Source: an optimization exercise on an open RTL-to-GDS flow (aim: small area, a short achievable clock period and few clock cycles per item). Production flows keep margins and buffers that such runs may drop. Where RTL was checked, it was by simulation tests only, not by an equivalence proof against the original. The RTL of run 6 was laid out without a check of its function. Power figures rest on the tool's default switching activity, not on a simulated workload.

File: design/flow/config.mk
export PLATFORM = sky130hd
export DESIGN_NAME = ptouch_rast
export DESIGN_NICKNAME = ptouch_rast
export VERILOG_FILES = /design/flow/design.v
export SDC_FILE = /design/flow/constraint.sdc
export NUM_CORES = 4
export LEC_CHECK = 0
export CAP_MARGIN = 20
export CORE_MARGIN = 2
export CORE_UTILIZATION = 40
export SLEW_MARGIN = 60
File: design/flow/constraint.sdc
create_clock -name core_clock -period 28.0 [get_ports {clk}]
set_input_delay 5.6000 -clock core_clock [delete_from_list [all_inputs] [get_ports {clk}]]
set_output_delay 5.6000 -clock core_clock [all_outputs]
set_load 0.01 [all_outputs]
File: design/flow/design.v
module ptouch_rast (
    input  wire        clk,
    input  wire        rst,         
    input  wire [1:0]  cfg_fmt,     
    input  wire [9:0]  cfg_wd,      
    input  wire [9:0]  cfg_pd,      
    input  wire [9:0]  cfg_tp,      
    input  wire [9:0]  cfg_rm,      
    input  wire        in_valid,
    output wire        in_ready,
    input  wire [31:0] in_pix,      
    output wire        out_valid,
    input  wire        out_ready,
    output wire [7:0]  out_data,
    output wire        out_last
);
    localparam integer DEPTH = 5;           
    localparam integer CAP   = DEPTH + 1;   
    reg fgray, pd_nz;
    always @(posedge clk) begin
        fgray <= (cfg_fmt == 2'd0);
        pd_nz <= (cfg_pd != 10'd0);
    end
    reg        rst_q;
    always @(posedge clk) rst_q <= rst;
    reg        in_ready_r;
    reg  [9:0] A, B;
    reg  [8:0] C;
    reg  [2:0] iph;       
    reg        fb;        
    reg        cs;        
    wire fire = in_valid && in_ready_r;
    wire [10:0] ab   = {1'b0, A} - {1'b0, B} - 11'd2;
    wire row_pre     = !ab[10];
    wire row_band    = !row_pre && (B != 10'd0);
    wire row_last    = !row_pre && ((C == 9'd0 && A == 10'd1) || (C == 9'd1 && A == 10'd0));
    wire row_lb      = row_band && (B == 10'd1);
    wire row_sb      = row_band && (fb || iph == 3'd0);    
    wire       row_postc = !row_pre && !row_band && (C != 9'd0);
    wire [1:0] a_dec     = row_pre ? 2'd2 : {1'b0, !row_postc};
    wire [8:0] c_inc     = row_pre ? 9'd1 : {9{row_postc}};
    wire [9:0] A_n   = row_last ? cfg_wd      : A - {8'd0, a_dec};
    wire [9:0] B_n   = row_last ? cfg_pd      : B - {9'd0, row_band};
    wire [8:0] C_n   = row_last ? 9'd0        : C + c_inc;
    wire [2:0] iph_n = row_last ? cfg_rm[2:0] : iph + {2'd0, row_band};
    wire       fb_n  = row_last || (fb && !row_band);
    always @(posedge clk) begin
        if (rst_q) begin
            A <= cfg_wd; B <= cfg_pd; C <= 9'd0; iph <= cfg_rm[2:0]; fb <= 1'b1;
            cs <= 1'b1;
        end else if (fire) begin
            A <= A_n; B <= B_n; C <= C_n; iph <= iph_n; fb <= fb_n;
            cs <= row_last;
        end
    end
    wire       a_one = (cfg_fmt != 2'd2);
    wire       a_lo  = !in_pix[7];
    wire [6:0] a6_in = a_one ? 7'h7f : (a_lo ? 7'd0 : in_pix[6:0]);
    wire [8:0] a3_in = {2'd0, in_pix[6:0]} + {1'd0, in_pix[6:0], 1'b0};
    reg [23:0] p0;        
    reg [6:0]  a60;       
    reg [8:0]  t30;       
    reg        v0, lb0;
    always @(posedge clk) begin
        p0  <= in_pix[31:8];
        a60 <= a6_in;
        t30 <= a_one ? 9'd381 : (a_lo ? 9'd0 : a3_in);
        v0  <= !rst_q && fire && row_band;
        lb0 <= row_lb;
    end
    wire [9:0] m1 = {3'b001, a60};
    wire [9:0] m2 = {2'b01, a60, 1'b0};
    wire [9:0] m3 = {1'b0, t30} + 10'd384;
    function [9:0] msel(input [1:0] d);
        msel = (d == 2'd0) ? 10'd0 : (d == 2'd1) ? m1 : (d == 2'd2) ? m2 : m3;
    endfunction
    function [15:0] mul(input [7:0] c);
        mul = {6'd0, msel(c[1:0])} + {4'd0, msel(c[3:2]), 2'd0}
            + {2'd0, msel(c[5:4]), 4'd0} + {msel(c[7:6]), 6'd0};
    endfunction
    wire [15:0] xr = mul(p0[23:16]);
    wire [15:0] xg = mul(p0[15:8]);
    wire [15:0] xb = mul(p0[7:0]);
    wire [8:0] er  = {1'b0, xr[15:8]} + {1'b0, xr[7:0]} + 9'd1;
    wire [8:0] eg  = {1'b0, xg[15:8]} + {1'b0, xg[7:0]} + 9'd1;
    wire [8:0] eb  = {1'b0, xb[15:8]} + {1'b0, xb[7:0]} + 9'd1;
    reg  [7:0] hr1, hg1, hb1;
    reg  [2:0] e1;
    reg  [6:0] a61;
    reg        gb1, v1, lb1;
    always @(posedge clk) begin
        hr1 <= xr[15:8];
        hg1 <= xg[15:8];
        hb1 <= xb[15:8];
        e1  <= {er[8], eg[8], eb[8]};
        a61 <= a60;
        gb1 <= (p0[23:16] < 8'd127);
        v1  <= !rst_q && v0;
        lb1 <= lb0;
    end
    wire [10:0] d  = {3'd0, hr1} + {3'd0, hg1} + {3'd0, hb1}
                   + {10'd0, e1[2]} + {10'd0, e1[1]} + {10'd0, e1[0]}
                   - {4'd0, a61} - {3'd0, a61, 1'b0};
    wire       pbit = fgray ? gb1 : d[10];
    reg  [2:0] ph;        
    reg  [7:0] sh;
    reg        pushq, pushl;    
    wire       push;
    wire [7:0] bitv = {7'd0, pbit} << (3'd7 - ph);
    always @(posedge clk) begin
        if (rst_q) begin
            ph    <= cfg_rm[2:0];
            sh    <= 8'd0;
            pushq <= 1'b0;
            pushl <= 1'b0;
        end else begin
            if (push) pushq <= 1'b0;
            if (v1) begin
                sh    <= pushq ? bitv : (sh | bitv);
                pushq <= (ph == 3'd7) || lb1;
                pushl <= lb1;
                ph    <= lb1 ? cfg_rm[2:0] : ph + 3'd1;
            end else if (push) begin
                sh <= 8'd0;
            end
        end
    end
    reg [8:0] fm [0:DEPTH-1];
    reg [2:0] wp, rp;
    reg [2:0] fcnt;
    wire      fne  = (fcnt != 3'd0);
    assign    push = pushq && (fcnt != DEPTH);
    wire [8:0] head = fm[rp];
    always @(posedge clk) begin
        if (push) fm[wp] <= {pushl, sh};
    end
    reg       ov, ol;
    reg [7:0] ob;
    reg [6:0] L, T;       
    reg       bdone;      
    reg [1:0] pend;       
    reg [2:0] nb;         
    assign out_valid = ov;
    assign out_data  = ob;
    assign out_last  = ol;
    assign in_ready  = in_ready_r;
    wire l_nz      = (L != 7'd0);
    wire t_one     = (T == 7'd1);
    wire emit_zero = l_nz || !pd_nz || bdone;
    wire go0       = (pend != 2'd0) && (emit_zero || fne);    
    wire ld        = !ov || out_ready;                         
    wire go        = go0 && ld;
    wire pop       = go && !emit_zero;
    wire line_end  = go && (T == 7'd1);
    function irdy(input f, input l);
        reg [2:0] nbx;
        reg [1:0] pdx;
        reg       csx;
        begin
            nbx  = nb + {2'd0, f && row_sb} - {2'd0, l && go0 && !emit_zero};
            pdx  = pend + {1'b0, f && cs} - {1'b0, l && go0 && (T == 7'd1)};
            csx  = f ? row_last : cs;
            irdy = (nbx != CAP) && !(csx && pdx == 2'd2);
        end
    endfunction
    wire ir00 = irdy(1'b0, 1'b0);
    wire ir01 = irdy(1'b0, 1'b1);
    wire ir10 = irdy(1'b1, 1'b0);
    wire ir11 = irdy(1'b1, 1'b1);
    wire pop1  = go0 && !emit_zero;              
    wire lend1 = go0 && (T == 7'd1);             
    wire [2:0] fcnt_0 = fcnt + {2'd0, push};
    wire [2:0] fcnt_1 = fcnt + {2'd0, push} - {2'd0, pop1};
    wire [1:0] pend_00 = pend;
    wire [1:0] pend_01 = pend - {1'b0, lend1};
    wire [1:0] pend_10 = pend + {1'b0, cs};
    wire [1:0] pend_11 = pend + {1'b0, cs} - {1'b0, lend1};
    wire [2:0] nb_00 = nb;
    wire [2:0] nb_01 = nb - {2'd0, pop1};
    wire [2:0] nb_10 = nb + {2'd0, row_sb};
    wire [2:0] nb_11 = nb + {2'd0, row_sb} - {2'd0, pop1};
    wire ir_n = fire ? (ld ? ir11 : ir10) : (ld ? ir01 : ir00);
    always @(posedge clk) begin
        if (rst_q) begin
            ol    <= 1'b0;
            ob    <= 8'd0;
            L     <= cfg_rm[9:3];
            T     <= cfg_tp[9:3];
            bdone <= 1'b0;
            pend  <= 2'd0;
            nb    <= 3'd0;
            wp    <= 3'd0;
            rp    <= 3'd0;
            fcnt  <= 3'd0;
        end else begin
            if (go) begin
                ob    <= emit_zero ? 8'd0 : head[7:0];
                ol    <= t_one;
                L     <= t_one ? cfg_rm[9:3] : L - {6'd0, l_nz};
                T     <= t_one ? cfg_tp[9:3] : T - 7'd1;
                bdone <= !t_one && (bdone || (!emit_zero && head[8]));
            end
            if (push) wp <= (wp == DEPTH - 1) ? 3'd0 : wp + 3'd1;
            if (pop)   rp <= (rp == DEPTH - 1) ? 3'd0 : rp + 3'd1;
            fcnt <= ld ? fcnt_1 : fcnt_0;
            pend <= fire ? (ld ? pend_11 : pend_10) : (ld ? pend_01 : pend_00);
            nb   <= fire ? (ld ? nb_11 : nb_10) : (ld ? nb_01 : nb_00);
        end
    end
    always @(posedge clk) begin
        if (rst || rst_q) begin
            ov         <= 1'b0;
            in_ready_r <= !rst;
        end else begin
            if (ov && out_ready) ov <= 1'b0;
            if (go) ov <= 1'b1;
            in_ready_r <= ir_n;
        end
    end
endmodule
File: design/flow/flow/run.sh
#!/bin/bash
# The standard layout, with plain buffers (buf_2) on the ports instead of
# the delay cells buffer_ports picks by default, and a clock tree built from
# larger sink clusters without dummy loads.
set -euo pipefail
export BUFFER_PORTS_ARGS="-buffer_cell sky130_fd_sc_hd__buf_2"
export CTS_ARGS="-sink_clustering_enable -repair_clock_nets -dont_use_dummy_load -sink_clustering_size 30"
bash standard.sh > standard.log 2>&1
File: design/flow/standard.sh
#!/bin/bash
# synth_recipe.tcl (not shown) runs the flow's synth.tcl, then flattens the netlist and writes it again
# the make line also repeats each setting of config.mk as NAME=value (left out here)
make -C /OpenROAD-flow-scripts/flow DESIGN_CONFIG=/design/flow/config.mk WORK_HOME=/design/flow/orfs CLKGATE_MAP_FILE= SYNTH_SCRIPT=/design/flow/synth_recipe.tcl "${@:-finish}"
==> results of run 1 <==
-- cell families after synthesis --
kind of cell	Yosys count	synth area share [%]
AO/OA/AOI/OAI	307	13.8
XOR/XNOR	73	4.18
adder cells (fa/ha/maj)	233	22.2
buffers and inverters	238	5.85
flip-flops	216	33.8
multiplexers	107	8.60
AND/OR/NAND/NOR	357	11.5
-- metrics by stage --
stage	power, mW	hold slack, ns	instances	utilization, %
floorplan	0.864	0.310	1531	-
global placement	1.00	0.313	2060	42.9
detailed placement	1.01	0.314	2063	43.1
CTS	1.29	0.323	2088	44.7
global route	1.40	0.330	2088	44.8
finish	1.27	0.324	2088	44.8
-- cell type report --
cell class | count | area (µm²) | area share [%]
multi-input combinational | 1077 | 9310 | 55.1
tap | 511 | 639 | 3.79
inverter | 163 | 612 | 3.62
timing repair buffer | 96 | 509 | 3.02
clock buffer | 25 | 626 | 3.71
sequential | 216 | 5190 | 30.7
-- flip-flops by register name, indices dropped and copies added, names as in the netlist, 7 cells and up, named ones only --
register,flops
A,10
t30,8
fm,45
T,7
L,7
a61,7
ob,8
p0,24
sh,8
hr1,8
hg1,8
C,9
B,10
a60,7
hb1,8
-- power groups by stage --
stage	Sequential [mW]	Combinational [mW]	Clock [mW]
final	0.401	0.604	0.268
after global routing	0.406	0.705	0.288
after CTS	0.401	0.612	0.276
after detailed placement	0.407	0.606	0
after global placement	0.406	0.594	0
after floorplan	0.389	0.475	0
-- metal layers --
layer | global-route usage [%] | wire, µm | vias to the layer above
met4 | 4.03 | 603 | 0
met2 | 28.9 | 15500 | 204
met1 | 21.8 | 15400 | 5300
li1 | - | - | 5501
met3 | 2.63 | 1390 | 43
met5 | 0 | 0 | -
-- cells in the mapped netlist, types with 26 or more instances --
| master | count |
|---|---|
| inv_1 | 162 |
| xnor2_1 | 49 |
| fa_1 | 65 |
| nor2_1 | 113 |
| dfxtp_1 | 131 |
| nand2_1 | 77 |
| mux2_2 | 76 |
| nor3_1 | 33 |
| clkbuf_1 | 67 |
| ha_1 | 168 |
| o21ai_0 | 43 |
| a21oi_1 | 72 |
| nor2b_1 | 26 |
| edfxtp_1 | 85 |
| a22o_1 | 67 |
-- critical path: cells and delay by family --
| family | cells | cell delay (ns) |
|---|---|---|
| and+or+nand+nor | 3 | 0.86 |
| buffers and inverters | 2 | 0.66 |
-- final timing paths --
path	startpoint	end	slack, ns	cells after the start
max	out_ready	L[6]$_DFFE_PP_	20.97	5
min	lb0$_DFF_P_	lb1$_DFF_P_	0.32	0
max reg2reg	t30[7]$_SDFF_PP0_	e1[1]$_DFF_P_	22.76	19
min reg2reg	lb0$_DFF_P_	lb1$_DFF_P_	0.32	0
==> flow_metrics.env, run 1 <==
export IMPL_status="timing/DRC/antenna clean"
export IMPL_syn_area_per_cell_um2=10.0
export IMPL_drt_wl_total_mm=33.0
export IMPL_antenna_cells=0
export IMPL_setup_viol=0
export IMPL_maxCapViolCount=0
export IMPL_synth_edff_count=85
export IMPL_row_count=71
export IMPL_p_int_mw=0.794
export IMPL_timing_fmax_mhz=142
export IMPL_cts_sinks=216
export IMPL_combinationalPowerShare_pct=47.4
export IMPL_vias_per_cell=5.29
export IMPL_syn_cell_area_um2=15300
export IMPL_dr_pass1_iters=5
export IMPL_grt_max_degree=41
export IMPL_synth_area_leaders="dfxtp_1 (17%), edfxtp_1 (17%), ha_1 (14%)"
export IMPL_drc=0
export IMPL_die_y_um=200
export IMPL_synthArstFlopShare_pct=0
export IMPL_synth_top_area_share_pct=17.1
export IMPL_leakage_nw=7.13
export IMPL_path_cells="buf_2 -> nor2b_1 -> nor2_1 -> nor2_2 -> clkinv_1"
export IMPL_worstMarginPinSlew_ns=0.575
export IMPL_vdd_drop_max_uv=44.6
export IMPL_ys_flop_type="dfxtp_1"
export IMPL_cp_max_fo=14
export IMPL_slew_violations=0
export IMPL_die_area_um2=39800
export IMPL_design_area_um2=16900
export IMPL_nets=1890
export IMPL_grt_pass1_wl_mm=54.2
export IMPL_fin_tns_setup_ns=0
export IMPL_ios=89
export IMPL_cts_resized=0
export IMPL_synth_area_leader_cell="dfxtp_1"
export IMPL_switching_share_pct=37.6
export IMPL_holdBufCountCts=0
export IMPL_synth_cells=1531
export IMPL_start_util_pct=40.6
export IMPL_final_min_clock_period_ns=7.03
export IMPL_synth_nets=1842
export IMPL_cpPeakStageDelay_ns=0.56
export IMPL_endpoint_kind="flop"
export IMPL_routedWlPerCell_um=15.8
export IMPL_critPathArrivalTime_ns=7.13
export IMPL_place_ws_ns=20.57
export IMPL_die_x_um=200
export IMPL_antenna_found_initial=0
export IMPL_synth_seq_area_share_pct=33.8
export IMPL_min_period_over_period_pct=25.1
export IMPL_p_sw_mw=0.478
export IMPL_powerDensity_nw_per_um2=75.4
export IMPL_drt_iter0_drc=479
export IMPL_postCtsSetupBuffers=0
export IMPL_clk_insertion_delay_late_ns=0.53
export IMPL_maxSlewHeadroom_pct=61.6
export IMPL_cts_root_buf="clkbuf_16"
export IMPL_clock_path_buffers=3
export IMPL_dr_total_vias=11000
export IMPL_final_cell_mix="ha_1 (167), inv_1 (160), dfxtp_1 (120)"
export IMPL_rsz0062_at_grt="no"
export IMPL_dp_hpwl_mm=24.3
export IMPL_place_gp_congestion=0.815
export IMPL_required_ns=28.10
export IMPL_yosys_register_bits=216
export IMPL_critical_path_class="input port to flop"
export IMPL_slowest_stage="clkinv_1"
export IMPL_grt_ovfl_total=0
export IMPL_n_fill_cell=3656
export IMPL_fin_ws_ns=20.97
export IMPL_startpoint_type="input port"
export IMPL_hold_viol_final=0
export IMPL_cts_tree="built"
export IMPL_ys_types=68
export IMPL_seq_power_share_pct=31.5
export IMPL_final_layout_size_suffix_gt1_share_pct=16.0
export IMPL_placed_area_um2=16200
export IMPL_io_buffers=85
export IMPL_htreeDepth=1
export IMPL_mostFrequentLayoutCell="ha_1"
export IMPL_holdCritPathClass="flop to flop"
export IMPL_cts_inserted_buffers=25
export IMPL_finClkSkew_ns=0.0439
export IMPL_clkPwrFrac_pct=21.1
export IMPL_clkSlewWorstSetupHoldPaths_ns=0.06
export IMPL_syn_to_final_growth_pct=10.3
export IMPL_ys_warn_count=1
export IMPL_grt_pass1_vias=11000
export IMPL_grt_total_usage_pct=16.7
export IMPL_ant_nets=0
export IMPL_coreArea_um2=37700
Testbench counts, summed over its fixed seeds: cycles 306,604, items 303,778.
==> run 2: changes to the inputs <==
--- a/design/flow/flow/run.sh
+++ b/design/flow/flow/run.sh
@@ -5,4 +5,4 @@
 set -euo pipefail
 export BUFFER_PORTS_ARGS="-buffer_cell sky130_fd_sc_hd__buf_2"
-export CTS_ARGS="-sink_clustering_enable -repair_clock_nets -dont_use_dummy_load -sink_clustering_size 30"
+export CTS_ARGS="-sink_clustering_enable -repair_clock_nets -dont_use_dummy_load -sink_clustering_size 30 -sink_clustering_max_diameter 150"
 bash standard.sh > standard.log 2>&1
--- a/design/flow/config.mk
+++ b/design/flow/config.mk
@@ -9,3 +9,3 @@
 export CORE_MARGIN = 2
 export CORE_UTILIZATION = 40
-export SLEW_MARGIN = 60
+export SLEW_MARGIN = 80
==> flow_metrics.env, run 2 <==
export IMPL_synth_top_family_by_area="adder cells"
export IMPL_die_x_um=200
export IMPL_htreeDepth=1
export IMPL_p_int_mw=0.748
export IMPL_grt_total_usage_pct=16.8
export IMPL_vias_per_cell=5.23
export IMPL_dr_pass1_iters=5
export IMPL_required_ns=28.37
export IMPL_synth_edff_count=85
export IMPL_holdCritStartpoint="lb0$_DFF_P_"
export IMPL_final_cells=2109
export IMPL_cts_tree="built"
export IMPL_reg2reg_depth=24
export IMPL_final_util_pct=46.2
export IMPL_place_ws_ns=20.58
export IMPL_syn_to_final_growth_pct=13.7
export IMPL_startpoint_type="input port"
export IMPL_ys_warn_count=1
export IMPL_clkSlewWorstSetupHoldPaths_ns=0.11
export IMPL_hold_path_depth=0
export IMPL_antenna_cells=0
export IMPL_coreArea_um2=37700
export IMPL_synth_compound_area_share_pct=13.8
export IMPL_rsz0062_at_grt="no"
export IMPL_die_y_um=200
export IMPL_clk_insertion_delay_late_ns=0.47
export IMPL_setup_viol=0
export IMPL_clock_path_buffers=3
export IMPL_switching_share_pct=39.5
export IMPL_cts_resized=0
export IMPL_worst_hold_slack_ns=0.341
export IMPL_place_inst=2089
export IMPL_vdd_drop_max_uv=43.0
export IMPL_antenna_found_initial=0
export IMPL_yosys_register_bits=216
export IMPL_leakage_nw=7.32
export IMPL_grt_pass1_wl_mm=54.5
export IMPL_cts_root_buf="clkbuf_16"
export IMPL_grt_ovfl_total=0
export IMPL_maxCapViolCount=0
export IMPL_cp_depth=10
export IMPL_top_regs="fm: 45 flops, p0: 24 flops"
export IMPL_io_buffers=85
export IMPL_top_register="fm"
export IMPL_holdCritPathClass="flop to flop"
export IMPL_nets=1911
export IMPL_finClkSkew_ns=0.0286
export IMPL_cpPeakStageDelay_ns=0.40
export IMPL_fin_ws_ns=21.09
export IMPL_drt_wl_total_mm=33.3
export IMPL_routedWlPerCell_um=15.8
export IMPL_ys_types=68
export IMPL_hold_end="lb1$_DFF_P_"
export IMPL_powerDensity_nw_per_um2=71.0
export IMPL_synth_top_area_share_pct=17.1
export IMPL_crit_family="adder cells"
export IMPL_timing_fmax_mhz=145
export IMPL_synth_area_leader_cell="dfxtp_1"
export IMPL_place_gp_congestion=0.815
export IMPL_synth_most_common_cell="ha_1"
export IMPL_r2r_slack_ns=22.29
export IMPL_grt_pass1_vias=11100
export IMPL_cts_sinks=216
export IMPL_synth_xor_area_share_pct=4.18
export IMPL_synth_cells=1531
export IMPL_row_count=71
export IMPL_synth_seq_area_share_pct=33.8
export IMPL_reg2reg_from="A[2]$_DFFE_PP_"
export IMPL_mostFrequentLayoutCell="ha_1"
export IMPL_ios=89
export IMPL_drt_iter0_drc=468
export IMPL_cp_num_buf_inv=1
export IMPL_slowest_stage="fa_1"
export IMPL_grt_max_degree=41
export IMPL_slew_violations=0
export IMPL_start_util_pct=40.6
export IMPL_synth_fa_ha_area_share_pct=22.2
export IMPL_synthArstFlopShare_pct=0
export IMPL_synth_area_leaders="dfxtp_1 (17%), edfxtp_1 (17%), ha_1 (14%)"
export IMPL_postCtsSetupBuffers=0
export IMPL_endpoint_kind="flop"
export IMPL_min_period_over_period_pct=24.7
export IMPL_critical_path_class="input port to flop"
export IMPL_die_area_um2=39800
export IMPL_maxSlewHeadroom_pct=79.5
export IMPL_holdBufCountCts=0
export IMPL_p_sw_mw=0.488
export IMPL_path_cells="buf_2 -> ha_1 -> fa_1 -> a21o_1 -> a21oi_1 -> nor2b_1 -> nor2_1 -> o21bai_1 -> xor2_1 -> and3_1"
export IMPL_synth_nets=1842
export IMPL_ant_nets=0
export IMPL_syn_cell_area_um2=15300
export IMPL_combinationalPowerShare_pct=54.1
export IMPL_dr_total_vias=11000
export IMPL_seq_power_share_pct=32.3
export IMPL_drc=0
export IMPL_hold_viol_final=0
export IMPL_clkPwrFrac_pct=13.6
export IMPL_final_layout_size_suffix_gt1_share_pct=22.3
export IMPL_ys_top_cells_by_count="ha_1 (168), inv_1 (162), dfxtp_1 (131)"
export IMPL_synthMuxAreaShare_pct=8.60
export IMPL_cp_max_fo=4
export IMPL_final_min_clock_period_ns=6.91
export IMPL_dp_hpwl_mm=24.8
export IMPL_largest_reg_flops=45
export IMPL_status="timing/DRC/antenna clean"
export IMPL_ys_flop_type="dfxtp_1"
export IMPL_fin_tns_setup_ns=0
export IMPL_worstMarginPinSlew_ns=0.307
export IMPL_final_cell_mix="ha_1 (167), inv_1 (160), nor2_1 (104)"
export IMPL_synthSimpleGateAreaFrac_pct=11.5
export IMPL_cts_inserted_buffers=11
export IMPL_critPathArrivalTime_ns=7.28
export IMPL_syn_area_per_cell_um2=10.0
export IMPL_rr_endpoint="in_ready_r$_DFF_P_"
[run 2: cell count changes in the layout (fill, tap and decap cells not counted), moves of 7 or more]
| cell | delta |
|---|---|
| dfxtp_1 | -31 |
| nor4_2 | +7 |
| clkbuf_16 | -14 |
| nor4_1 | -10 |
| dfxtp_4 | +18 |
| buf_1 | +7 |
| clkdlybuf4s50_1 | +7 |
| dfxtp_2 | +13 |
| xnor2_2 | +16 |
| nor2b_1 | -12 |
| xnor2_1 | -16 |
[run 2: cell type report]
cell class                      instances  area (µm²)
Clock buffer                           11         275
Fill cell                            3582       20300
Inverter                              163         619
Multi-Input combinational cell       1077        9810
Sequential cell                       216        5270
Tap cell                              511         639
Timing Repair Buffer                  131         791
[run 2: worst max path at each step]
stage	slack, ns	from	to
3_3_place_gp	20.14	in_valid	cs$_SDFFE_PP1P_
4_1_cts	21.09	in_pix[1]	t30[7]$_SDFF_PP0_
3_5_place_dp	20.58	in_pix[1]	t30[7]$_SDFF_PP0_
2_1_floorplan	20.83	in_pix[0]	t30[7]$_SDFF_PP0_
6_report	21.09	in_pix[1]	t30[7]$_SDFF_PP0_
5_1_grt	20.97	in_pix[1]	t30[7]$_SDFF_PP0_
[run 2: metal layers]
layer | GRT usage [%] | routed length, µm | part of all wire, %
met5 | 0 | 0 | 0
met4 | 4.09 | 607 | 1.8
met3 | 1.82 | 1160 | 3.5
met2 | 28.9 | 15700 | 47
met1 | 22.5 | 15800 | 48
[run 2: cell families (layout without fill, tap and decap cells)]
family,count (synthesis),count (layout)
AOI/OAI and AO/OA,307,307
and+or+nand+nor,357,357
xor gates and xnor gates,73,73
adders and majority gates,233,233
buffers and inverters,238,305
muxes,107,107
DFF,216,216
[run 2: worst register-to-register path, delay by kind of cell (launching register included)]
family	cells	cell delay, ns
buffers and inverters	7	1.91
and+or+nand+nor	7	1.20
adders and majority gates	5	1.14
AOI/OAI and AO/OA	4	0.73
DFF	1	0.45
xor gates and xnor gates	1	0.17
[run 2: power by group through the flow]
| stage | clock network, mW | logic, mW | registers [mW] |
|---|---|---|---|
| floorplan | 0 | 0.475 | 0.389 |
| global placement | 0 | 0.594 | 0.406 |
| detailed placement | 0 | 0.661 | 0.407 |
| CTS | 0.176 | 0.666 | 0.400 |
| global route | 0.186 | 0.770 | 0.404 |
| finish | 0.169 | 0.668 | 0.399 |
[run 2: through the flow]
stage / total power [mW] / instance area, µm²
4_1_cts: 1.24 / 17200
5_1_grt: 1.36 / 17400
2_1_floorplan: 0.864 / 15300
6_report: 1.24 / 17400
3_3_place_gp: 1.00 / 16200
3_5_place_dp: 1.07 / 16900
==> run 3: changes to the inputs <==
==> design/flow/flow/run.sh (replaced) <==
#!/bin/bash
# The standard layout (bash standard.sh, standard synthesis unchanged) with
# placement/CTS choices passed through ORFS's own variables:
#  - port buffers: plain buf_2 cells instead of the delay cells that
#    buffer_ports picks by default;
#  - a fanout limit for the placement resizer (flow/fanout.tcl);
#  - clock tree: larger sink clusters and no dummy loads.
# make's full output goes to standard.log; ORFS's per-step logs stay under orfs/logs.
set -euo pipefail
export BUFFER_PORTS_ARGS="-buffer_cell sky130_fd_sc_hd__buf_2"
export PRE_RESIZE_TCL="$PWD/flow/fanout.tcl"
export CTS_ARGS="-sink_clustering_enable -repair_clock_nets -dont_use_dummy_load -sink_clustering_size 20 -sink_clustering_max_diameter 120"
bash standard.sh > standard.log 2>&1
==> design/flow/flow/fanout.tcl (new file) <==
# Before the placement resizer: limit fanout, so repair_design splits the
# few high-fanout control nets with buffers.
set_max_fanout 10 [current_design]
--- a/design/flow/config.mk
+++ b/design/flow/config.mk
@@ -9,3 +9,3 @@
 export CORE_MARGIN = 2
 export CORE_UTILIZATION = 40
-export SLEW_MARGIN = 80
+export SLEW_MARGIN = 20
==> flow_metrics.env, run 3 <==
export IMPL_status="timing/DRC/antenna clean"
export IMPL_synth_area_leader_cell="dfxtp_1"
export IMPL_ys_top_cells_by_count="ha_1 (168), inv_1 (162), dfxtp_1 (131)"
export IMPL_grt_max_degree=21
export IMPL_hold_viol_final=0
export IMPL_place_inst=2138
export IMPL_rsz0062_at_grt="no"
export IMPL_drc=0
export IMPL_cts_tree="built"
export IMPL_powerDensity_nw_per_um2=70.6
export IMPL_top_regs="fm: 45 flops, p0: 24 flops"
export IMPL_synth_nets=1842
export IMPL_synthSimpleGateAreaFrac_pct=11.5
export IMPL_p_sw_mw=0.475
export IMPL_finClkSkew_ns=0.0480
export IMPL_clkSlewWorstSetupHoldPaths_ns=0.08
export IMPL_io_buffers=85
export IMPL_synth_top_area_share_pct=17.1
export IMPL_mostFrequentLayoutCell="ha_1"
export IMPL_htreeDepth=1
export IMPL_antenna_cells=0
export IMPL_clk_insertion_delay_late_ns=0.51
export IMPL_antenna_found_initial=0
export IMPL_die_y_um=200
export IMPL_drt_wl_total_mm=35.7
export IMPL_cts_sinks=216
export IMPL_slew_violations=0
export IMPL_vias_per_cell=5.29
export IMPL_maxCapViolCount=0
export IMPL_worstMarginPinSlew_ns=0.920
export IMPL_maxSlewHeadroom_pct=38.5
export IMPL_critPathArrivalTime_ns=8.53
export IMPL_grt_total_usage_pct=18.2
export IMPL_ys_flop_type="dfxtp_1"
export IMPL_final_cell_mix="ha_1 (168), inv_1 (162), dfxtp_1 (131)"
export IMPL_synth_cells=1531
export IMPL_ant_nets=0
export IMPL_startpoint_type="input port"
export IMPL_row_count=71
export IMPL_synth_edff_count=85
export IMPL_syn_area_per_cell_um2=10.0
export IMPL_synth_area_leaders="dfxtp_1 (17%), edfxtp_1 (17%), ha_1 (14%)"
export IMPL_syn_cell_area_um2=15300
export IMPL_critical_path_class="input port to flop"
export IMPL_start_util_pct=40.6
export IMPL_slowest_stage="clkdlybuf4s50_1"
export IMPL_holdCritPathClass="flop to flop"
export IMPL_routedWlPerCell_um=16.6
export IMPL_synthArstFlopShare_pct=0
export IMPL_top_register="fm"
export IMPL_clock_path_buffers=3
export IMPL_final_min_clock_period_ns=8.17
export IMPL_p_int_mw=0.750
export IMPL_final_cells=2154
export IMPL_synth_top_family_by_area="adder cells"
export IMPL_min_period_over_period_pct=29.2
export IMPL_cts_root_buf="clkbuf_16"
export IMPL_combinationalPowerShare_pct=51.2
export IMPL_synth_fa_ha_area_share_pct=22.2
export IMPL_grt_ovfl_total=0
export IMPL_setup_viol=0
export IMPL_final_layout_size_suffix_gt1_share_pct=13.1
export IMPL_largest_reg_flops=45
export IMPL_die_area_um2=39800
export IMPL_yosys_register_bits=216
export IMPL_ys_types=68
export IMPL_fin_tns_setup_ns=0
export IMPL_postCtsSetupBuffers=0
export IMPL_cpPeakStageDelay_ns=0.79
export IMPL_seq_power_share_pct=32.0
export IMPL_coreArea_um2=37700
export IMPL_grt_pass1_vias=11400
export IMPL_dr_total_vias=11400
export IMPL_nets=1956
export IMPL_ys_warn_count=1
export IMPL_cts_inserted_buffers=16
export IMPL_place_gp_congestion=0.815
export IMPL_leakage_nw=7.31
export IMPL_synth_seq_area_share_pct=33.8
export IMPL_cts_resized=0
export IMPL_endpoint_kind="flop"
export IMPL_synth_xor_area_share_pct=4.18
export IMPL_holdBufCountCts=0
export IMPL_vdd_drop_max_uv=46.0
export IMPL_switching_share_pct=38.8
export IMPL_dr_pass1_iters=5
export IMPL_crit_top_cell="nor2_1"
export IMPL_synth_most_common_cell="ha_1"
export IMPL_ios=89
export IMPL_drt_iter0_drc=631
export IMPL_path_cells="buf_2 -> and2_1 -> nor2_1 -> inv_1 -> clkdlybuf4s50_1 -> clkdlybuf4s50_1 -> nor2_1 -> nor2_1"
export IMPL_cp_max_fo=10
export IMPL_timing_fmax_mhz=122
export IMPL_grt_pass1_wl_mm=58.2
export IMPL_dp_hpwl_mm=27.6
export IMPL_synthMuxAreaShare_pct=8.60
export IMPL_die_x_um=200
export IMPL_synth_compound_area_share_pct=13.8
export IMPL_required_ns=28.36
export IMPL_clkPwrFrac_pct=16.8
export IMPL_syn_to_final_growth_pct=13.4
[run 3: cell counts after synthesis]
No cell type changed its count.
[run 3: logic make-up after synthesis]
group                    after synthesis
AND/OR/NAND/NOR                      357
AO/OA/AOI/OAI                        307
buffers and inverters                238
adder cells (fa/ha/maj)              233
flip-flops                           216
multiplexers                         107
XOR/XNOR                              73
[run 3: cell type report]
type,instances,area [µm²]
clock buffer,16,400
sequential,216,5170
inverter,163,612
multi-input combinational,1077,9260
tap,511,639
timing repair buffer,171,1270
fill,3565,20300
[run 3: metrics by stage]
| stage | utilization (%) | setup slack, ns | cell area, µm² | power (mW) | hold WS [ns] |
|---|---|---|---|---|---|
| after floorplan | - | 20.83 | 15300 | 0.864 | 0.310 |
| after global placement | 42.9 | 20.14 | 16200 | 1.00 | 0.313 |
| after detailed placement | 45.0 | 19.26 | 16900 | 1.03 | 0.312 |
| after CTS | 46.1 | 19.81 | 17300 | 1.24 | 0.331 |
| after global routing | 46.1 | 19.68 | 17400 | 1.35 | 0.341 |
| final | 46.1 | 19.83 | 17400 | 1.23 | 0.331 |
[run 3: critical path, delay by kind of cell]
kind / cells / cell delay [ns]
simple gates: 4 / 1.25
buf+inv: 4 / 1.67
[run 3: worst paths after layout]
path	from	end	slack [ns]	cells after the start
worst max-delay path	in_valid	cs$_SDFFE_PP1P_	19.83	8
worst min-delay path	lb0$_DFF_P_	lb1$_DFF_P_	0.33	0
worst max register to register	a60[4]$_SDFF_PP1_	e1[1]$_DFF_P_	21.71	21
worst min register to register	lb0$_DFF_P_	lb1$_DFF_P_	0.33	0
[run 3: routing by layer]
metal	track usage (%)	part of all wire, %	routed length (µm)	up-vias
met1	24.4	46	16400	5450
li1	-	-	-	5638
met3	2.51	4.9	1750	49
met5	0	0	0	-
met4	4.53	2.0	722	0
met2	31.0	47	16800	265
[run 3: power groups by stage]
stage | Sequential (mW) | Combinational [mW] | Clock [mW]
after floorplan | 0.389 | 0.475 | 0
after global placement | 0.406 | 0.594 | 0
after detailed placement | 0.398 | 0.627 | 0
after CTS | 0.392 | 0.634 | 0.215
after global routing | 0.396 | 0.729 | 0.224
final | 0.392 | 0.627 | 0.206
==> run 4: changes to the inputs <==
==> design/flow/flow/fanout.tcl (replaced) <==
# Before the placement resizer: limit fanout, so repair_design splits the
# few high-fanout control nets with buffers, and keep the delay cells out
# of its buffer choice.
set_dont_use [get_lib_cells {sky130_fd_sc_hd__clkdlybuf4s*}]
set_max_fanout 10 [current_design]
==> flow_metrics.env, run 4 <==
export IMPL_largest_reg_flops=45
export IMPL_grt_pass1_wl_mm=57.7
export IMPL_top_register="fm"
export IMPL_clkSlewWorstSetupHoldPaths_ns=0.08
export IMPL_placed_area_um2=16500
export IMPL_dr_total_vias=11400
export IMPL_routedWlPerCell_um=16.4
export IMPL_leakage_nw=7.08
export IMPL_clock_path_buffers=3
export IMPL_cts_sinks=216
export IMPL_status="timing/DRC/antenna clean"
export IMPL_synth_edff_count=85
export IMPL_antenna_found_initial=0
export IMPL_slew_violations=0
export IMPL_ys_warn_count=1
export IMPL_final_min_clock_period_ns=7.22
export IMPL_start_util_pct=40.6
export IMPL_min_period_over_period_pct=25.8
export IMPL_endpoint_kind="flop"
export IMPL_drt_iter0_drc=660
export IMPL_place_inst=2138
export IMPL_timing_fmax_mhz=139
export IMPL_grt_ovfl_total=0
export IMPL_maxCapViolCount=0
export IMPL_p_total_mw=1.21
export IMPL_ios=89
export IMPL_finClkSkew_ns=0.0541
export IMPL_die_area_um2=39800
export IMPL_holdCritStartpoint="lb0$_DFF_P_"
export IMPL_ys_top_cells_by_count="ha_1 (168), inv_1 (162), dfxtp_1 (131)"
export IMPL_final_cells=2153
export IMPL_worst_hold_slack_ns=0.336
export IMPL_fin_ws_ns=20.78
export IMPL_cts_tree="built"
export IMPL_synth_cells=1531
export IMPL_cts_root_buf="clkbuf_16"
export IMPL_design_area_um2=16800
export IMPL_synth_top_area_share_pct=17.1
export IMPL_multi_input_area_um2=9260
export IMPL_final_cell_mix="ha_1 (168), inv_1 (162), dfxtp_1 (131)"
export IMPL_crit_top_cell="buf_1"
export IMPL_fin_tns_setup_ns=0
export IMPL_synth_seq_area_share_pct=33.8
export IMPL_maxSlewHeadroom_pct=40.0
export IMPL_ys_types=68
export IMPL_synth_area_leaders="dfxtp_1 (17%), edfxtp_1 (17%), ha_1 (14%)"
export IMPL_worstMarginPinSlew_ns=0.897
export IMPL_cts_inserted_buffers=15
export IMPL_grt_pass1_vias=11500
export IMPL_synth_area_leader_cell="dfxtp_1"
export IMPL_final_layout_size_suffix_gt1_share_pct=13.0
export IMPL_syn_cell_area_um2=15300
export IMPL_mostFrequentLayoutCell="ha_1"
export IMPL_syn_to_final_growth_pct=10.0
export IMPL_grt_max_degree=21
export IMPL_drc=0
export IMPL_powerDensity_nw_per_um2=71.7
export IMPL_crit_path_start="in_valid"
export IMPL_final_util_pct=44.7
export IMPL_setup_viol=0
export IMPL_grt_total_usage_pct=18.0
export IMPL_antenna_cells=0
export IMPL_die_x_um=200
export IMPL_place_ws_ns=20.20
export IMPL_dp_hpwl_mm=27.3
export IMPL_top_regs="fm: 45 flops, p0: 24 flops"
export IMPL_clk_insertion_delay_late_ns=0.51
export IMPL_syn_area_per_cell_um2=10.0
export IMPL_final_seq_area_um2=5170
export IMPL_holdCritPathClass="flop to flop"
export IMPL_n_fill_cell=3633
export IMPL_slowest_stage="nor2_1"
export IMPL_die_y_um=200
export IMPL_row_count=71
export IMPL_cp_max_fo=10
export IMPL_io_buffers=85
export IMPL_postCtsSetupBuffers=0
export IMPL_synth_nets=1842
export IMPL_holdBufCountCts=0
export IMPL_critPathArrivalTime_ns=7.35
export IMPL_synth_most_common_cell="ha_1"
export IMPL_startpoint_type="input port"
export IMPL_synthArstFlopShare_pct=0
export IMPL_cpPeakStageDelay_ns=0.70
export IMPL_dr_pass1_iters=5
export IMPL_place_gp_congestion=0.815
export IMPL_ant_nets=0
export IMPL_rsz0062_at_grt="no"
export IMPL_reg2reg_from="t30[7]$_SDFF_PP0_"
export IMPL_hold_viol_final=0
export IMPL_coreArea_um2=37700
export IMPL_vias_per_cell=5.31
export IMPL_nets=1955
export IMPL_path_cells="buf_2 -> and2_1 -> nor2_1 -> inv_1 -> buf_1 -> buf_1"
export IMPL_vdd_drop_max_uv=46.5
export IMPL_required_ns=28.13
export IMPL_yosys_register_bits=216
export IMPL_critical_path_class="input port to flop"
export IMPL_htreeDepth=1
export IMPL_cts_resized=0
export IMPL_drt_wl_total_mm=35.3
export IMPL_ys_flop_type="dfxtp_1"
-- run 4: cells by family after synthesis --
| logic type | after synthesis | share of synthesized area (%) |
|---|---|---|
| AOI/OAI and AO/OA | 307 | 13.8 |
| xor gates and xnor gates | 73 | 4.18 |
| adders and majority gates | 233 | 22.2 |
| buffers and inverters | 238 | 5.85 |
| DFF | 216 | 33.8 |
| muxes | 107 | 8.60 |
| and+or+nand+nor | 357 | 11.5 |
-- run 4: critical path, delay by kind of cell --
kind	cells	cell delay [ns]
and+or+nand+nor	2	0.96
buffers and inverters	4	0.77
-- run 4: metal layers --
layer  up-vias  track usage [%]  part of all wire, %
li1       5619                -                    -
met1      5516             24.2                   47
met2       245             30.1                   46
met4         0             5.65                  2.7
met5         -                0                    0
met3        59             2.18                  4.4
-- run 4: power breakdown --
group	switching (mW)	leakage [nW]	internal (mW)
Clock	0.105	0.185	0.0955
Sequential	0.0237	1.83	0.367
Combinational	0.344	5.06	0.272
-- run 4: final cells by class --
cell class              count  share of cell area [%]
multi-input cells        1077                    55.0
inverters                 163                    3.63
flip-flops and latches    216                    30.7
well taps                 511                    3.80
repair buffers            171                    4.62
clock buffers              15                    2.23
-- run 4: final timing paths --
check / endpoint / slack, ns / depth (start not counted)
setup / recovery: A[6]$_DFFE_PP_ / 20.78 / 6
hold / removal: lb1$_DFF_P_ / 0.34 / 0
setup reg to reg: e1[1]$_DFF_P_ / 22.30 / 20
hold reg to reg: lb1$_DFF_P_ / 0.34 / 0
==> run 5: changes to the inputs <==
==> design/flow/flow/run.sh (replaced) <==
#!/bin/bash
# The standard layout (bash standard.sh, standard synthesis unchanged) with
# two placement/CTS choices passed through ORFS's own variables:
#  - port buffers: plain buf_2 cells instead of the delay cells that
#    buffer_ports picks by default;
#  - clock tree: larger sink clusters and no dummy loads.
# make's full output goes to standard.log; ORFS's per-step logs stay under orfs/logs.
set -euo pipefail
export BUFFER_PORTS_ARGS="-buffer_cell sky130_fd_sc_hd__buf_2"
export CTS_ARGS="-sink_clustering_enable -repair_clock_nets -dont_use_dummy_load -sink_clustering_size 20 -sink_clustering_max_diameter 120"
bash standard.sh > standard.log 2>&1
--- a/design/flow/config.mk
+++ b/design/flow/config.mk
@@ -9,3 +9,3 @@
 export CORE_MARGIN = 2
 export CORE_UTILIZATION = 40
-export SLEW_MARGIN = 20
+export SLEW_MARGIN = 60
removed: design/flow/flow/fanout.tcl
==> flow_metrics.env, run 5 <==
export IMPL_syn_area_per_cell_um2=10.0
export IMPL_grt_pass1_vias=10900
export IMPL_syn_cell_area_um2=15300
export IMPL_grt_max_degree=41
export IMPL_p_total_mw=1.21
export IMPL_slowest_stage="clkinv_1"
export IMPL_hold_viol_final=0
export IMPL_io_buffers=85
export IMPL_holdBufCountCts=0
export IMPL_endpoint_kind="flop"
export IMPL_synth_area_leader_cell="dfxtp_1"
export IMPL_ios=89
export IMPL_vias_per_cell=5.27
export IMPL_synth_most_common_cell="ha_1"
export IMPL_antenna_found_initial=0
export IMPL_drc=0
export IMPL_row_count=71
export IMPL_grt_total_usage_pct=16.7
export IMPL_cpPeakStageDelay_ns=0.56
export IMPL_dp_hpwl_mm=24.3
export IMPL_slew_violations=0
export IMPL_cts_resized=0
export IMPL_clkSlewWorstSetupHoldPaths_ns=0.08
export IMPL_cp_max_fo=14
export IMPL_largest_reg_flops=45
export IMPL_clock_path_buffers=3
export IMPL_drt_iter0_drc=519
export IMPL_r2r_slack_ns=22.74
export IMPL_ys_flop_type="dfxtp_1"
export IMPL_die_area_um2=39800
export IMPL_mostFrequentLayoutCell="ha_1"
export IMPL_maxCapViolCount=0
export IMPL_powerDensity_nw_per_um2=72.4
export IMPL_ys_warn_count=1
export IMPL_cts_sinks=216
export IMPL_worstMarginPinSlew_ns=0.597
export IMPL_final_min_clock_period_ns=7.06
export IMPL_drt_wl_total_mm=32.9
export IMPL_critPathArrivalTime_ns=7.15
export IMPL_postCtsSetupBuffers=0
export IMPL_ant_nets=0
export IMPL_crit_family="simple AND/OR/NAND/NOR gates"
export IMPL_synth_area_leaders="dfxtp_1 (17%), edfxtp_1 (17%), ha_1 (14%)"
export IMPL_synth_seq_area_share_pct=33.8
export IMPL_dr_total_vias=11000
export IMPL_start_util_pct=40.6
export IMPL_rsz0062_at_grt="no"
export IMPL_status="timing/DRC/antenna clean"
export IMPL_cp_num_buf_inv=2
export IMPL_synth_nets=1842
export IMPL_path_cells="buf_2 -> nor2b_1 -> nor2_1 -> nor2_2 -> clkinv_1"
export IMPL_synth_cells=1531
export IMPL_maxSlewHeadroom_pct=60.2
export IMPL_startpoint_type="input port"
export IMPL_cts_tree="built"
export IMPL_finClkSkew_ns=0.0537
export IMPL_cts_inserted_buffers=16
export IMPL_timing_fmax_mhz=142
export IMPL_synth_top_area_share_pct=17.1
export IMPL_htreeDepth=1
export IMPL_holdCritPathClass="flop to flop"
export IMPL_grt_pass1_wl_mm=54.1
export IMPL_final_layout_size_suffix_gt1_share_pct=15.6
export IMPL_setup_viol=0
export IMPL_place_gp_congestion=0.815
export IMPL_coreArea_um2=37700
export IMPL_synth_edff_count=85
export IMPL_clk_insertion_delay_late_ns=0.51
export IMPL_yosys_register_bits=216
export IMPL_antenna_cells=0
export IMPL_critical_path_class="input port to flop"
export IMPL_top_register="fm"
export IMPL_ys_types=68
export IMPL_die_x_um=200
export IMPL_ys_top_cells_by_count="ha_1 (168), inv_1 (162), dfxtp_1 (131)"
export IMPL_die_y_um=200
export IMPL_fin_tns_setup_ns=0
export IMPL_top_regs="fm: 45 flops, p0: 24 flops"
export IMPL_required_ns=28.09
export IMPL_vdd_drop_max_uv=42.3
export IMPL_synthArstFlopShare_pct=0
export IMPL_final_cell_mix="ha_1 (167), inv_1 (160), dfxtp_1 (120)"
export IMPL_routedWlPerCell_um=15.8
export IMPL_leakage_nw=7.02
export IMPL_min_period_over_period_pct=25.2
export IMPL_syn_to_final_growth_pct=8.90
export IMPL_cts_root_buf="clkbuf_16"
export IMPL_nets=1881
export IMPL_dr_pass1_iters=4
export IMPL_grt_ovfl_total=0
## run 5: kinds of logic after synthesis
| kind of cell | count (synthesis) | share of synthesized area [%] |
|---|---|---|
| adder cells (fa/ha/maj) | 233 | 22.2 |
| AO/OA/AOI/OAI | 307 | 13.8 |
| flip-flops | 216 | 33.8 |
| multiplexers | 107 | 8.60 |
| buffers and inverters | 238 | 5.85 |
| AND/OR/NAND/NOR | 357 | 11.5 |
| XOR/XNOR | 73 | 4.18 |
## run 5: final cells by class
| cell class | count | area, µm² |
|---|---|---|
| multi-input cells | 1077 | 9320 |
| well taps | 511 | 639 |
| inverters | 163 | 612 |
| flip-flops and latches | 216 | 5190 |
| clock buffers | 16 | 400 |
| fillers | 3671 | 21000 |
| repair buffers | 96 | 509 |
## run 5: layer usage
metal / track usage (%) / share of wire, % / vias to the layer above
met3: 2.43 / 4.0 / 39
met2: 28.9 / 47 / 199
met5: 0 / 0 / -
li1: - / - / 5478
met1: 21.9 / 47 / 5237
met4: 4.03 / 1.9 / 0
## run 5: final timing paths
path                         end  cells after the start         startpoint
hold / removal       lb1$_DFF_P_                      0        lb0$_DFF_P_
setup reg to reg   e1[1]$_DFF_P_                     19  t30[7]$_SDFF_PP0_
hold reg to reg      lb1$_DFF_P_                      0        lb0$_DFF_P_
setup / recovery  T[5]$_DFFE_PP_                      5          out_ready
## run 5: through the flow
stage	utilization, %	setup WS (ns)	std cells	cell area (µm²)	hold slack [ns]
final	44.3	20.94	2079	16700	0.334
after floorplan	-	20.83	1531	15300	0.310
after global placement	42.9	20.14	2060	16200	0.313
after detailed placement	43.1	20.57	2063	16200	0.314
after CTS	44.2	21.10	2079	16600	0.334
after global routing	44.3	20.79	2079	16700	0.342
## run 5: power by group
group | switching, mW | leakage, nW | total, mW | internal (mW)
logic | 0.332 | 4.98 | 0.602 | 0.270
registers | 0.0325 | 1.84 | 0.400 | 0.368
clock network | 0.104 | 0.197 | 0.205 | 0.101
==> run 6: changes to the inputs <==
--- a/design/flow/design.v
+++ b/design/flow/design.v
@@ -153,19 +153,4 @@
     wire pop       = go && !emit_zero;
     wire line_end  = go && (T == 7'd1);
-    function irdy(input f, input l);
-        reg [2:0] nbx;
-        reg [1:0] pdx;
-        reg       csx;
-        begin
-            nbx  = nb + {2'd0, f && row_sb} - {2'd0, l && go0 && !emit_zero};
-            pdx  = pend + {1'b0, f && cs} - {1'b0, l && go0 && (T == 7'd1)};
-            csx  = f ? row_last : cs;
-            irdy = (nbx != CAP) && !(csx && pdx == 2'd2);
-        end
-    endfunction
-    wire ir00 = irdy(1'b0, 1'b0);
-    wire ir01 = irdy(1'b0, 1'b1);
-    wire ir10 = irdy(1'b1, 1'b0);
-    wire ir11 = irdy(1'b1, 1'b1);
     wire pop1  = go0 && !emit_zero;              
     wire lend1 = go0 && (T == 7'd1);             
@@ -180,10 +165,11 @@
     wire [2:0] nb_10 = nb + {2'd0, row_sb};
     wire [2:0] nb_11 = nb + {2'd0, row_sb} - {2'd0, pop1};
-    wire ir_n = fire ? (ld ? ir11 : ir10) : (ld ? ir01 : ir00);
+    wire [2:0] nb_n   = fire ? (ld ? nb_11 : nb_10) : (ld ? nb_01 : nb_00);
+    wire [1:0] pend_n = fire ? (ld ? pend_11 : pend_10) : (ld ? pend_01 : pend_00);
+    wire       cs_n   = fire ? row_last : cs;
+    wire ir_n = (nb_n != CAP) && !(cs_n && pend_n == 2'd2);
     always @(posedge clk) begin
         if (rst_q) begin
-            ol    <= 1'b0;
-            ob    <= 8'd0;
-            L     <= cfg_rm[9:3];
+ L     <= cfg_rm[9:3];
             T     <= cfg_tp[9:3];
             bdone <= 1'b0;
@@ -195,6 +181,4 @@
         end else begin
             if (go) begin
-                ob    <= emit_zero ? 8'd0 : head[7:0];
-                ol    <= t_one;
                 L     <= t_one ? cfg_rm[9:3] : L - {6'd0, l_nz};
                 T     <= t_one ? cfg_tp[9:3] : T - 7'd1;
@@ -204,9 +188,13 @@
             if (pop)   rp <= (rp == DEPTH - 1) ? 3'd0 : rp + 3'd1;
             fcnt <= ld ? fcnt_1 : fcnt_0;
-            pend <= fire ? (ld ? pend_11 : pend_10) : (ld ? pend_01 : pend_00);
-            nb   <= fire ? (ld ? nb_11 : nb_10) : (ld ? nb_01 : nb_00);
-        end
-    end
-    always @(posedge clk) begin
+            pend <= pend_n;
+            nb   <= nb_n;
+        end
+    end
+    always @(posedge clk) begin
+        if (ld) begin
+            ob <= emit_zero ? 8'd0 : head[7:0];
+            ol <= t_one;
+        end
         if (rst || rst_q) begin
             ov         <= 1'b0;
==> flow_metrics.env, run 6 <==
export IMPL_synth_cells=1496
export IMPL_dr_total_vias=10700
export IMPL_placed_area_um2=16100
export IMPL_synth_area_leaders="edfxtp_1 (19%), dfxtp_1 (16%), ha_1 (14%)"
export IMPL_final_cell_mix="ha_1 (167), inv_1 (163), dfxtp_1 (109)"
export IMPL_die_x_um=199
export IMPL_leakage_nw=7.25
export IMPL_worst_hold_slack_ns=0.346
export IMPL_synthArstFlopShare_pct=0
export IMPL_grt_ovfl_total=0
export IMPL_status="timing/DRC/antenna clean"
export IMPL_dp_hpwl_mm=24.3
export IMPL_syn_cell_area_um2=15200
export IMPL_vdd_drop_max_uv=33.9
export IMPL_critPathArrivalTime_ns=7.27
export IMPL_hold_viol_final=0
export IMPL_p_int_mw=0.740
export IMPL_drt_wl_total_mm=32.7
export IMPL_antenna_cells=0
export IMPL_grt_max_degree=42
export IMPL_synth_area_leader_cell="edfxtp_1"
export IMPL_ys_warn_count=1
export IMPL_n_fill_cell=3587
export IMPL_cts_sinks=216
export IMPL_fin_ws_ns=21.08
export IMPL_hold_path_depth=0
export IMPL_critical_path_class="input port to flop"
export IMPL_clk_insertion_delay_late_ns=0.49
export IMPL_grt_total_usage_pct=16.6
export IMPL_combinationalPowerShare_pct=49.8
export IMPL_cpPeakStageDelay_ns=0.40
export IMPL_die_area_um2=39500
export IMPL_place_inst=2032
export IMPL_p_total_mw=1.21
export IMPL_drc=0
export IMPL_die_y_um=199
export IMPL_slowest_stage="fa_1"
export IMPL_yosys_register_bits=216
export IMPL_fin_tns_setup_ns=0
export IMPL_io_buffers=85
export IMPL_maxCapViolCount=0
export IMPL_ys_types=66
export IMPL_top_register="fm"
export IMPL_path_cells="buf_2 -> ha_1 -> fa_1 -> a21o_1 -> a21oi_1 -> nor2b_1 -> nor2_1 -> o21bai_1 -> xor2_1 -> and3_1"
export IMPL_antenna_found_initial=0
export IMPL_drt_iter0_drc=601
export IMPL_grt_pass1_wl_mm=53.2
export IMPL_timing_fmax_mhz=145
export IMPL_powerDensity_nw_per_um2=73.1
export IMPL_switching_share_pct=38.7
export IMPL_clkPwrFrac_pct=16.4
export IMPL_synth_seq_area_share_pct=34.7
export IMPL_cp_depth=10
export IMPL_p_sw_mw=0.468
export IMPL_holdCritStartpoint="lb0$_DFF_P_"
export IMPL_mostFrequentLayoutCell="ha_1"
export IMPL_endpoint_kind="flop"
export IMPL_crit_family="adder cells"
export IMPL_startpoint_type="input port"
export IMPL_routedWlPerCell_um=15.9
export IMPL_cts_tree="built"
export IMPL_ys_flop_type="dfxtp_1"
export IMPL_cts_root_buf="clkbuf_16"
export IMPL_final_min_clock_period_ns=6.92
export IMPL_grt_pass1_vias=10600
export IMPL_setup_viol=0
export IMPL_clock_path_buffers=3
export IMPL_largest_reg_flops=45
export IMPL_synth_top_area_share_pct=18.6
export IMPL_place_gp_congestion=0.818
export IMPL_ys_top_cells_by_count="ha_1 (168), inv_1 (165), dfxtp_1 (122)"
export IMPL_min_period_over_period_pct=24.7
export IMPL_postCtsSetupBuffers=0
export IMPL_start_util_pct=40.5
export IMPL_ant_nets=0
export IMPL_cts_inserted_buffers=15
export IMPL_cp_max_fo=4
export IMPL_place_ws_ns=20.59
export IMPL_coreArea_um2=37500
export IMPL_final_util_pct=44.1
export IMPL_final_layout_size_suffix_gt1_share_pct=15.5
export IMPL_final_cells=2048
export IMPL_maxSlewHeadroom_pct=58.9
export IMPL_cp_num_buf_inv=1
export IMPL_finClkSkew_ns=0.0492
export IMPL_holdCritPathClass="flop to flop"
export IMPL_top_regs="fm: 45 flops, p0: 24 flops"
export IMPL_cts_resized=0
export IMPL_reg2reg_from="t30[7]$_SDFF_PP0_"
export IMPL_reg2reg_depth=19
export IMPL_nets=1850
export IMPL_ios=89
export IMPL_vias_per_cell=5.24
export IMPL_worstMarginPinSlew_ns=0.616
export IMPL_synth_nets=1807
export IMPL_crit_path_start="in_pix[1]"
export IMPL_rsz0062_at_grt="no"
export IMPL_slew_violations=0
export IMPL_clkSlewWorstSetupHoldPaths_ns=0.08
export IMPL_dr_pass1_iters=7
export IMPL_syn_to_final_growth_pct=8.79
export IMPL_syn_area_per_cell_um2=10.2
export IMPL_design_area_um2=16500
export IMPL_required_ns=28.35
export IMPL_htreeDepth=1
export IMPL_synth_most_common_cell="ha_1"
export IMPL_holdBufCountCts=0
export IMPL_synth_edff_count=94
export IMPL_row_count=71
export IMPL_seq_power_share_pct=33.7
[run 6: changes by cell type in the layout (fill, tap and decap cells not counted), sizes merged, moves of 10 or more]
cell    delta
nor2      -32
nand2     +31
a21oi     -18
a211oi    +10
a21o      +10
o21ai     +27
nor3      -16
[run 6: logic make-up after synthesis]
family / synth area share, %
buf+inv: 5.84
flops: 34.7
fa+ha+maj: 22.4
xor+xnor: 3.91
compound gates: 14.4
mux: 8.11
simple gates: 10.6
[run 6: worst paths after layout]
path	endpoint	slack (ns)
setup / recovery	t30[7]$_SDFF_PP0_	21.08
hold / removal	lb1$_DFF_P_	0.35
setup reg to reg	e1[2]$_DFF_P_	22.54
hold reg to reg	lb1$_DFF_P_	0.35
[run 6: power by group through the flow]
stage / combinational (mW) / sequential (mW) / clock, mW
after floorplan: 0.476 / 0.395 / 0
after global placement: 0.593 / 0.414 / 0
after detailed placement: 0.607 / 0.415 / 0
after CTS: 0.613 / 0.408 / 0.206
after global routing: 0.708 / 0.412 / 0.216
final: 0.602 / 0.407 / 0.199
[run 6: area by class of cell]
type / count / area [µm²] / area share [%]
timing repair buffer: 96 / 500 / 3.03
inverter: 165 / 621 / 3.76
multi-input combinational: 1045 / 9110 / 55.1
tap: 511 / 639 / 3.87
clock buffer: 15 / 375 / 2.27
sequential: 216 / 5280 / 32.0
[run 6: metal layers]
layer,track usage (%),routed length [µm],up-vias
li1,-,-,5360
met1,22.3,15400,5139
met2,28.4,15400,193
met3,2.24,1250,42
met4,3.98,662,0
met5,0,0,-
[run 6: worst reg2reg max path, delay by kind of cell, from the launching register on]
| kind | cells | cell delay, ns |
|---|---|---|
| flip-flops | 1 | 0.57 |
| AO/OA/AOI/OAI | 8 | 1.76 |
| multiplexers | 1 | 0.14 |
| AND/OR/NAND/NOR | 1 | 0.21 |
| adder cells (fa/ha/maj) | 5 | 2.23 |
| buffers and inverters | 4 | 0.43 |
==> run 7: changes to the inputs <==
--- a/design/flow/design.v
+++ b/design/flow/design.v
@@ -57,13 +57,10 @@
     wire       a_lo  = !in_pix[7];
     wire [6:0] a6_in = a_one ? 7'h7f : (a_lo ? 7'd0 : in_pix[6:0]);
-    wire [8:0] a3_in = {2'd0, in_pix[6:0]} + {1'd0, in_pix[6:0], 1'b0};
     reg [23:0] p0;        
     reg [6:0]  a60;       
-    reg [8:0]  t30;       
     reg        v0, lb0;
     always @(posedge clk) begin
         p0  <= in_pix[31:8];
         a60 <= a6_in;
-        t30 <= a_one ? 9'd381 : (a_lo ? 9'd0 : a3_in);
         v0  <= !rst_q && fire && row_band;
         lb0 <= row_lb;
@@ -71,4 +68,5 @@
     wire [9:0] m1 = {3'b001, a60};
     wire [9:0] m2 = {2'b01, a60, 1'b0};
+    wire [8:0] t30 = {2'd0, a60} + {1'd0, a60, 1'b0};     
     wire [9:0] m3 = {1'b0, t30} + 10'd384;
     function [9:0] msel(input [1:0] d);
==> flow_metrics.env, run 7 <==
export IMPL_place_gp_congestion=0.846
export IMPL_synthArstFlopShare_pct=0
export IMPL_crit_path_start="out_ready"
export IMPL_top_register="fm"
export IMPL_cts_resized=0
export IMPL_die_x_um=196
export IMPL_critPathArrivalTime_ns=7.35
export IMPL_dp_hpwl_mm=24.6
export IMPL_htreeDepth=1
export IMPL_final_layout_size_suffix_gt1_share_pct=14.7
export IMPL_antenna_found_initial=0
export IMPL_ys_flop_type="dfxtp_1"
export IMPL_synth_top_area_share_pct=19.2
export IMPL_start_util_pct=40.4
export IMPL_ys_types=71
export IMPL_leakage_nw=6.99
export IMPL_cpPeakStageDelay_ns=0.52
export IMPL_cp_max_fo=24
export IMPL_n_fill_cell=3462
export IMPL_grt_pass1_vias=10800
export IMPL_dr_total_vias=10600
export IMPL_hold_viol_final=0
export IMPL_powerDensity_nw_per_um2=76.4
export IMPL_endpoint_kind="flop"
export IMPL_worstMarginPinSlew_ns=0.606
export IMPL_syn_to_final_growth_pct=9.30
export IMPL_synth_seq_area_share_pct=34.8
export IMPL_cts_root_buf="clkbuf_16"
export IMPL_vias_per_cell=5.32
export IMPL_dr_pass1_iters=5
export IMPL_nets=1832
export IMPL_largest_reg_flops=45
export IMPL_cp_num_buf_inv=1
export IMPL_die_y_um=196
export IMPL_synth_edff_count=94
export IMPL_clk_insertion_delay_late_ns=0.49
export IMPL_maxCapViolCount=0
export IMPL_status="timing/DRC/antenna clean"
export IMPL_cts_inserted_buffers=15
export IMPL_finClkSkew_ns=0.0452
export IMPL_synth_cells=1474
export IMPL_yosys_register_bits=208
export IMPL_clock_path_buffers=3
export IMPL_crit_family="simple AND/OR/NAND/NOR gates"
export IMPL_io_buffers=85
export IMPL_startpoint_type="input port"
export IMPL_required_ns=28.41
export IMPL_timing_fmax_mhz=144
export IMPL_grt_ovfl_total=0
export IMPL_maxSlewHeadroom_pct=59.4
export IMPL_die_area_um2=38300
export IMPL_synth_area_leaders="edfxtp_1 (19%), dfxtp_1 (16%), ha_1 (14%)"
export IMPL_critical_path_class="input port to flop"
export IMPL_grt_max_degree=37
export IMPL_ios=89
export IMPL_syn_area_per_cell_um2=9.96
export IMPL_postCtsSetupBuffers=0
export IMPL_synth_most_common_cell="ha_1"
export IMPL_vdd_drop_max_uv=36.8
export IMPL_synth_area_leader_cell="edfxtp_1"
export IMPL_setup_viol=0
export IMPL_holdCritStartpoint="lb0$_DFF_P_"
export IMPL_ys_top_cells_by_count="ha_1 (167), nand2_1 (136), inv_1 (124)"
export IMPL_p_total_mw=1.23
export IMPL_holdBufCountCts=0
export IMPL_path_cells="buf_2 -> nand2b_4 -> o21a_1 -> or3b_2 -> or3b_2 -> a21oi_1"
export IMPL_cts_tree="built"
export IMPL_drt_wl_total_mm=33.0
export IMPL_rsz0062_at_grt="no"
export IMPL_crit_top_cell="or3b_2"
export IMPL_holdCritPathClass="flop to flop"
export IMPL_routedWlPerCell_um=16.6
export IMPL_fin_tns_setup_ns=0
export IMPL_ys_warn_count=1
export IMPL_syn_cell_area_um2=14700
export IMPL_synth_nets=1784
export IMPL_min_period_over_period_pct=24.8
export IMPL_final_min_clock_period_ns=6.94
export IMPL_final_cell_mix="ha_1 (167), nand2_1 (134), inv_1 (123)"
export IMPL_top_regs="fm: 45 flops, p0: 24 flops"
export IMPL_reg2reg_from="a60[1]$_SDFF_PP1_"
export IMPL_grt_total_usage_pct=17.4
export IMPL_cts_sinks=208
export IMPL_slew_violations=0
export IMPL_coreArea_um2=36300
export IMPL_ant_nets=0
export IMPL_clkSlewWorstSetupHoldPaths_ns=0.08
export IMPL_row_count=70
export IMPL_drt_iter0_drc=539
export IMPL_drc=0
export IMPL_grt_pass1_wl_mm=54.6
export IMPL_slowest_stage="or3b_2"
export IMPL_mostFrequentLayoutCell="ha_1"
[run 7: cell types whose count changed after synthesis, sizes merged, moves of 11 or more]
cell,change
clkbuf,+11
a21oi,+24
mux2,-27
a31oi,-15
nand2,+28
a22o,-17
xnor2,+11
inv,-41
nor2,+31
[run 7: cells by family (layout without fill, tap and decap cells)]
| kind of cell | Yosys count | count (layout) | share of synthesized area, % |
|---|---|---|---|
| other | 0 | 1 | 0 |
| AND/OR/NAND/NOR | 368 | 368 | 11.6 |
| AO/OA/AOI/OAI | 323 | 323 | 14.7 |
| buffers and inverters | 199 | 245 | 5.18 |
| flip-flops | 208 | 208 | 34.8 |
| XOR/XNOR | 70 | 70 | 4.17 |
| multiplexers | 74 | 74 | 6.47 |
| adder cells (fa/ha/maj) | 232 | 232 | 23.1 |
[run 7: worst register-to-register path, stage by stage, from the launching register on]
cell and delay, ns:
dfxtp_1 0.30, buf_4 0.22, ha_1 0.29, fa_1 0.43, a21o_1 0.18, a21oi_1 0.21
o21bai_1 0.14, a21oi_1 0.51, nand2_1 0.11, a32o_1 0.30, fa_1 0.54, inv_1 0.06
fa_1 0.55, inv_1 0.05, ha_1 0.32, a21oi_1 0.25, o21bai_1 0.12, a2111o_1 0.43
a31o_2 0.24, a21oi_1 0.16, xnor2_1 0.22, ha_1 0.30, o31ai_1 0.07, a21oi_1 0.10
[run 7: through the flow]
stage | std cells | utilization, % | cell area, µm² | setup slack (ns) | hold slack [ns]
floorplan | 1474 | - | 14700 | 20.63 | 0.310
global placement | 1970 | 42.8 | 15500 | 20.02 | 0.318
detailed placement | 1971 | 42.9 | 15600 | 20.34 | 0.324
CTS | 1986 | 44.0 | 16000 | 20.88 | 0.338
global route | 1988 | 44.2 | 16000 | 20.97 | 0.350
finish | 1989 | 44.2 | 16100 | 21.06 | 0.333
[run 7: area by class of cell]
cell class                 count  area, µm²  share of cell area [%]
timing repair buffer         106        583                    3.63
clock buffer                  15        375                    2.34
multi-input combinational   1067       8930                    55.6
inverter                     124        467                    2.91
tap                          468        586                    3.65
sequential                   208       5110                    31.8
antenna                        1       2.50                  0.0156
[run 7: metal layers]
layer	global-route usage [%]	wire length [µm]	vias up	share of wire, %
met4	3.82	497	0	1.5
li1	-	-	5304	-
met5	0	0	-	0
met2	30.6	15900	186	48
met3	2.06	1200	31	3.6
met1	23.1	15400	5069	47
[run 7: power by group]
group          total (mW)  leakage [nW]  switching, mW  internal (mW)
Sequential          0.391          1.89         0.0319          0.359
Combinational       0.640          4.91          0.349          0.291
Clock               0.195         0.185         0.0995         0.0953
Total                1.23          6.99          0.481          0.746
[run 7: final timing paths]
path / endpoint / slack [ns] / cells past startpoint
min reg2reg: lb1$_DFF_P_ / 0.33 / 0
min: lb1$_DFF_P_ / 0.33 / 0
max: flop / 21.06 / 6
max reg2reg: e1[1]$_DFF_P_ / 21.75 / 23
Testbench counts of run 7, summed over its fixed seeds: cycles 306,604, items 303,778.

[static timing again, ports no longer ideal]
In the flow no input, the clock included, has a driving cell. The finished layouts below were timed again as built, in two steps. Step 1 assumes that a clkbuf_16 drives the clock port and a buf_2 every other input. Step 2 adds t to the input delays and takes it off the output delays; t is the mean of the earliest and latest rising clock arrival at the registers after step 1. Input paths then give back, and output paths get back, about the clock's delay inside the block. Slacks: no drivers / after step 1 / after step 2; pairs: no drivers / after step 1.
run	t (ns)	setup WS [ns]	worst setup path after step 2	clock arrival spread, ns	worst data-port slew with drivers (ns)
run 1	0.564	20.974 / 21.009 / 20.445	input to register	0.046 / 0.046	0.04
run 2	0.516	21.090 / 21.122 / 20.607	input to register	0.037 / 0.037	0.04
run 3	0.541	19.829 / 19.869 / 19.328	input to register	0.048 / 0.048	0.04
run 4	0.533	20.782 / 20.818 / 20.285	input to register	0.065 / 0.064	0.04
run 5	0.535	20.941 / 20.977 / 20.441	input to register	0.055 / 0.055	0.04
run 6	0.520	21.084 / 21.120 / 20.600	input to register	0.050 / 0.050	0.06
run 7	0.529	21.063 / 21.094 / 20.565	input to register	0.054 / 0.054	0.05
After both steps setup and hold are still met in every run listed. The setup slack of run 1, which loses most, moves by +0.035 ns with the drivers and by -0.529 ns with both steps.
